Source: an optimization exercise on an open RTL-to-GDS flow (aim: small area, a short achievable clock period and few clock cycles). Production flows keep margins and buffers that such runs may drop. In this exercise RTL edits were held to simulation tests only and were not proved equivalent to the original. Power figures rest on the tool's default switching activity, not on a simulated workload.

## run 1
==> flow/design.v (excerpt) <==
module framing_core #(
    parameter CAP = 32
) (
    input  wire        clk,
    input  wire        rst,           
    input  wire        cmd_valid,
    input  wire [15:0] cmd_data,
    output wire        cmd_ready,
    output reg         resp_valid,
    output reg  [9:0]  resp_data,     
    output reg         ev_valid,
    output reg  [2:0]  ev_kind,       
    output reg  [23:0] ev_arg,
    input  wire        wait_done,
    input  wire        rx_valid,
    input  wire [7:0]  rx_data,
    input  wire        rx_last,
    input  wire        rx_empty,
    output wire        rx_ready
);
==> flow/config.mk <==
export PLATFORM = sky130hd
export DESIGN_NAME = framing_core
export DESIGN_NICKNAME = framing_core
export VERILOG_FILES = /design/flow/design.v
export SDC_FILE = /design/flow/constraint.sdc
export NUM_CORES = 4
export LEC_CHECK = 0
export ABC_AREA = 1
export CAP_MARGIN = 20
export CORE_MARGIN = 2
export CORE_UTILIZATION = 50
export CTS_CLUSTER_DIAMETER = 90
export CTS_CLUSTER_SIZE = 26
export PLACE_DENSITY = 0.8
export SLEW_MARGIN = 20
==> flow/constraint.sdc <==
create_clock -name core_clock -period 8.0 [get_ports {clk}]
set_input_delay 1.6000 -clock core_clock [delete_from_list [all_inputs] [get_ports {clk}]]
set_output_delay 1.6000 -clock core_clock [all_outputs]
set_load 0.01 [all_outputs]
standard.sh (not shown) runs the stock make flow with config.mk's settings and CLKGATE_MAP_FILE= SYNTH_SCRIPT=/design/flow/synth_recipe.tcl, a recipe that flattens the netlist after the stock synthesis.
==> flow/flow/run.sh <==
#!/bin/bash
set -euo pipefail
bash standard.sh SETUP_SLACK_MARGIN=5.15 finish > standard.log 2>&1
Run 1: PASS, flow complete, no timing, DRC or antenna violations
Testbench counts of run 1, summed over its fixed seeds: cycles 21,000.
--- input diff run 1..run 2 ---
# run 1
export LEC_CHECK = 0
export ABC_AREA = 1
export CAP_MARGIN = 20
export CORE_MARGIN = 2
export CORE_UTILIZATION = 50
export CTS_CLUSTER_DIAMETER = 90
export CTS_CLUSTER_SIZE = 26
export PLACE_DENSITY = 0.8
export SLEW_MARGIN = 20
create_clock -name core_clock -period 8.0 [get_ports {clk}]
# run 2
export LEC_CHECK = 0
export ABC_AREA = 1
export CAP_MARGIN = 20
export CORE_MARGIN = 2
export CORE_UTILIZATION = 40
export CTS_CLUSTER_DIAMETER = 90
export CTS_CLUSTER_SIZE = 26
export PLACE_DENSITY = 0.75
export SLEW_MARGIN = 20
create_clock -name core_clock -period 8.0 [get_ports {clk}]
==> run summary <==
Shortest clock period the worst path allows after layout in run 2 is 0.026 ns lower than in run 1
The flow did not stop early for run 2: all stages ran, and the layout cleared the timing, design-rule and antenna checks.
On maximum ir drop on the vdd rail: run 2 sits below run 1.
Taking run 1 as the reference, in run 2 worst slack on hold paths went down 0.0086 ns; number of tap cells inserted went up 311.
Run 1 ended up with rdy$_SDFF_PP1_ as its startpoint of the worst setup timing path; run 2 ended up with ev_arg[2]$_DFF_P_.
As of run 2, post-detailed-routing wire length had risen slightly compared to run 1.
The following lists how run 3 was set up differently from run 2:
# run 2
export LEC_CHECK = 0
export ABC_AREA = 1
export CAP_MARGIN = 20
export CORE_MARGIN = 2
export CORE_UTILIZATION = 40
export CTS_CLUSTER_DIAMETER = 90
export CTS_CLUSTER_SIZE = 26
export PLACE_DENSITY = 0.75
export SLEW_MARGIN = 20
create_clock -name core_clock -period 8.0 [get_ports {clk}]
# run 3
export LEC_CHECK = 0
export ABC_AREA = 1
export CAP_MARGIN = 20
export CORE_MARGIN = 2
export CORE_UTILIZATION = 40
export CTS_CLUSTER_DIAMETER = 90
export CTS_CLUSTER_SIZE = 26
export PLACE_DENSITY = 0.85
export SLEW_MARGIN = 20
create_clock -name core_clock -period 8.0 [get_ports {clk}]
[summary]
Number of placed instances with taps included of run 2 is on par with run 3.
Critical path depth: run 2 and run 3 compared, lower one is run 2
The lower final critical-path share of the clock period came out of run 2.
Going from run 2 to run 3, the number of clock buffers in the layout was found to have gone down by about 4%.
For core utilization, run 3 and run 2 come out practically identical.
Multi-input gate share of the layout cell area across run 2 and run 3: no real change.
Run 2 and run 3 ended up with nearly the same total power after layout.
Between run 2 and run 3, the difference in design area is negligible.
Inputs modified between run 3 and run 4:
# run 3
export LEC_CHECK = 0
export ABC_AREA = 1
export CAP_MARGIN = 20
export CORE_MARGIN = 2
export CORE_UTILIZATION = 40
export CTS_CLUSTER_DIAMETER = 90
export CTS_CLUSTER_SIZE = 26
export PLACE_DENSITY = 0.85
export SLEW_MARGIN = 20
create_clock -name core_clock -period 8.0 [get_ports {clk}]
# run 4
export LEC_CHECK = 0
export ABC_AREA = 1
export CAP_MARGIN = 20
export CORE_MARGIN = 2
export CORE_UTILIZATION = 40
export CTS_CLUSTER_DIAMETER = 90
export CTS_CLUSTER_SIZE = 26
export PLACE_DENSITY = 0.68
export SLEW_MARGIN = 20
create_clock -name core_clock -period 8.0 [get_ports {clk}]
Notes after the runs:
- Min global-route usage over all layers across run 4 and run 3: run 3
- Via count went down by a few percent going from run 3 to run 4.
- Fmax: run 4 above run 3
- In the flow results for run 4 and run 3, the routed wire length is smaller on run 3.
- Status: power parity (run 4, run 3)

Another version of the RTL of framing_core (not shown whole).
For scale: ~3700 cells after synthesis, about 990 flip-flops, ~42000 um^2 of cells after synthesis.
==> flow/design.v (excerpt) <==
module framing_core #(
    parameter CAP = 32
) (
    input  wire        clk,
    input  wire        rst,           
    input  wire        cmd_valid,
    input  wire [15:0] cmd_data,
    output wire        cmd_ready,
    output reg         resp_valid,
    output reg  [9:0]  resp_data,     
    output reg         ev_valid,
    output reg  [2:0]  ev_kind,       
    output reg  [23:0] ev_arg,
    input  wire        wait_done,
    input  wire        rx_valid,
    input  wire [7:0]  rx_data,
    input  wire        rx_last,
    input  wire        rx_empty,
    output wire        rx_ready
);
    localparam [7:0] START = 8'h02;
    localparam [7:0] END_  = 8'h04;
    localparam NB = CAP - 4;           
    localparam [2:0] EV_TXBEGIN = 3'd1, EV_TXWRITE = 3'd2, EV_TXEND = 3'd3,
                     EV_WAIT = 3'd4, EV_POLL = 3'd5;
    localparam O_CRC_RESET = 0,  O_CRC_CALC = 1,   O_CRC_UPDATE = 2, O_CRC_READ = 3,
               O_ENC_RESET = 4,  O_ENC_WRITE = 5,  O_ENC_END = 6,    O_ENC_AVAIL = 7,
  ...
Settings: LEC_CHECK=0, ABC_AREA=1, CAP_MARGIN=20, CORE_MARGIN=2, CORE_UTILIZATION=40, CTS_CLUSTER_DIAMETER=90, CTS_CLUSTER_SIZE=26, SLEW_MARGIN=20; clock period 8.0 ns.
Scripts as last shown in full above: flow/flow/run.sh
The starting point went through all stages and came out clean.
Testbench counts at the start, summed over its fixed seeds: cycles 21,000.
==> next run, changes <==
==> flow/flow/run.sh (replaced) <==
#!/bin/bash
set -euo pipefail
bash standard.sh SETUP_SLACK_MARGIN=5.45 finish > standard.log 2>&1
--- a/flow/config.mk
+++ b/flow/config.mk
@@ -9,5 +9,5 @@
 export CAP_MARGIN = 20
 export CORE_MARGIN = 2
-export CORE_UTILIZATION = 40
+export CORE_UTILIZATION = 55
 export CTS_CLUSTER_DIAMETER = 90
 export CTS_CLUSTER_SIZE = 26
Result: Worst setup slack gets worse by 19 ps; power decreases by 0.48%; clock skew fell by 24 ps; routed wire length grows by 4.9%; clock power falls by about 2%; fmax came out lower by 0.69%; area after synthesis is unchanged; register-to-register slack improves by 20 ps; worst hold slack improves by 8.0 ps; cell count shrinks by 4.9%; via count is higher by 3.5%.

== the previous run ==
Another version of the RTL of framing_core (not shown whole).
For scale: roughly 980 flip-flops, ~0.042 sq mm of cells after synthesis.
// framing_core
module framing_core #(
    parameter CAP = 32
) (
    input  wire        clk,
    input  wire        rst,           
    input  wire        cmd_valid,
    input  wire [15:0] cmd_data,
    output wire        cmd_ready,
    output reg         resp_valid,
    output reg  [9:0]  resp_data,     
    output reg         ev_valid,
    output reg  [2:0]  ev_kind,       
    output reg  [23:0] ev_arg,
    input  wire        wait_done,
    input  wire        rx_valid,
    input  wire [7:0]  rx_data,
    input  wire        rx_last,
    input  wire        rx_empty,
    output wire        rx_ready
);
clock: 8.0 ns
lec_check: 0
abc_area: 1
cap_margin: 20
core_margin: 2
core_utilization: 40
cts_cluster_diameter: 100
cts_cluster_size: 30
slew_margin: 20
==> flow/flow/run.sh <==
#!/bin/bash
set -euo pipefail
bash standard.sh SETUP_SLACK_MARGIN=5.4 finish > standard.log 2>&1
Testbench counts of the previous run, summed over its fixed seeds: cycles 21,164.
### the previous run -> the current run
diff --git a/flow/config.mk b/flow/config.mk
--- a/flow/config.mk
+++ b/flow/config.mk
@@ -12,2 +11,0 @@
-export CTS_CLUSTER_DIAMETER = 100
-export CTS_CLUSTER_SIZE = 30
Findings:
- The current run vs the previous run — largest voltage drop on the vdd net rose about 40%.
- As of the current run, first-pass GRT wire length had risen slightly compared to the previous run.
- There was hardly any difference in net switching share of the total power between the current run and the previous run.
- Per the comparison of the current run with the previous run, fraction of layout instances using a drive strength above 1 now larger, highest attainable clock frequency down about 1.8%, sequential share of cell area went down 2.1 points.
- Looking at overall global routing resource usage, the current run sits 0.38 points higher than the previous run does.
- Looking at switching power, the current run sits above the previous run.

RTL: one of the versions met above, not the one the previous note started from.
For scale: roughly 3700 cells after synthesis, ~990 flip-flops, ~72 I/O pins, ~0.042 sq mm of cells after synthesis.
export LEC_CHECK = 0
export ABC_AREA = 1
export CAP_MARGIN = 20
export CORE_MARGIN = 2
export CORE_UTILIZATION = 40
export CTS_CLUSTER_DIAMETER = 90
export CTS_CLUSTER_SIZE = 26
export SLEW_MARGIN = 20
export TNS_END_PERCENT = 30
create_clock -name core_clock -period 8.0 [get_ports {clk}]
==> flow/flow/run.sh <==
#!/bin/bash
set -euo pipefail
bash standard.sh SETUP_SLACK_MARGIN=5.3 finish > standard.log 2>&1
The first run went through all stages and came out clean.
Testbench counts at the start, summed over its fixed seeds: cycles 21,000.
Change:
--- a/flow/config.mk
+++ b/flow/config.mk
@@ -10,3 +10,3 @@
 export CORE_MARGIN = 2
-export CORE_UTILIZATION = 40
+export CORE_UTILIZATION = 55
 export CTS_CLUSTER_DIAMETER = 90
@@ -14,2 +14 @@
 export SLEW_MARGIN = 20
-export TNS_END_PERCENT = 30
Effect:
- via count rises by about 0.4%
- final cell count falls by about 7%
- count of clock-buffer cells in the layout falls by 6
- worst setup slack gets worse by 0.0060 ns

-- port drivers added, routing unchanged --
How much do the figures lean on ideal ports? The routed layouts below were timed once more, with nothing changed but the port constraints. Step 1 (the two cells are an assumption about what drives the block):
set clk [get_ports {clk}]
set_driving_cell -lib_cell sky130_fd_sc_hd__clkbuf_16 $clk
set_driving_cell -lib_cell sky130_fd_sc_hd__buf_2 [delete_from_list [all_inputs] $clk]
Step 2 also shifts input and output timing later by t, the mid clock arrival at the registers, as if the neighbouring blocks saw the same clock. Three values: ideal ports, drivers, drivers and shift; two values: the first two.
| run | t, ns | setup slack, ns | latest minus earliest clock arrival (ns) |
|---|---|---|---|
| run 1 | 0.683 | 5.139 / 5.069 / 4.643 | 0.037 / 0.037 |
| run 2 | 0.699 | 5.166 / 5.097 / 4.627 | 0.030 / 0.031 |
| run 3 | 0.688 | 5.100 / 5.102 / 4.449 | 0.037 / 0.037 |
| run 4 | 0.700 | 5.113 / 5.054 / 4.596 | 0.043 / 0.043 |
| the first run of note 2 | 0.701 | 5.197 / 5.134 / 4.578 | 0.051 / 0.051 |
| the second run of note 2 | 0.697 | 5.177 / 5.110 / 4.867 | 0.028 / 0.028 |
| the previous run | 0.697 | 5.166 / 5.093 / 4.819 | 0.052 / 0.052 |
| the current run | 0.752 | 5.114 / 5.049 / 4.738 | 0.061 / 0.061 |
| the first run of note 4 | 0.701 | 5.181 / 5.115 / 4.588 | 0.058 / 0.057 |
| the second run of note 4 | 0.693 | 5.175 / 5.106 / 4.747 | 0.030 / 0.029 |
After both steps setup and hold are still met in every run listed. For run 3, which loses most, drivers alone change the setup slack by +0.002 ns; drivers and shift together by -0.651 ns.
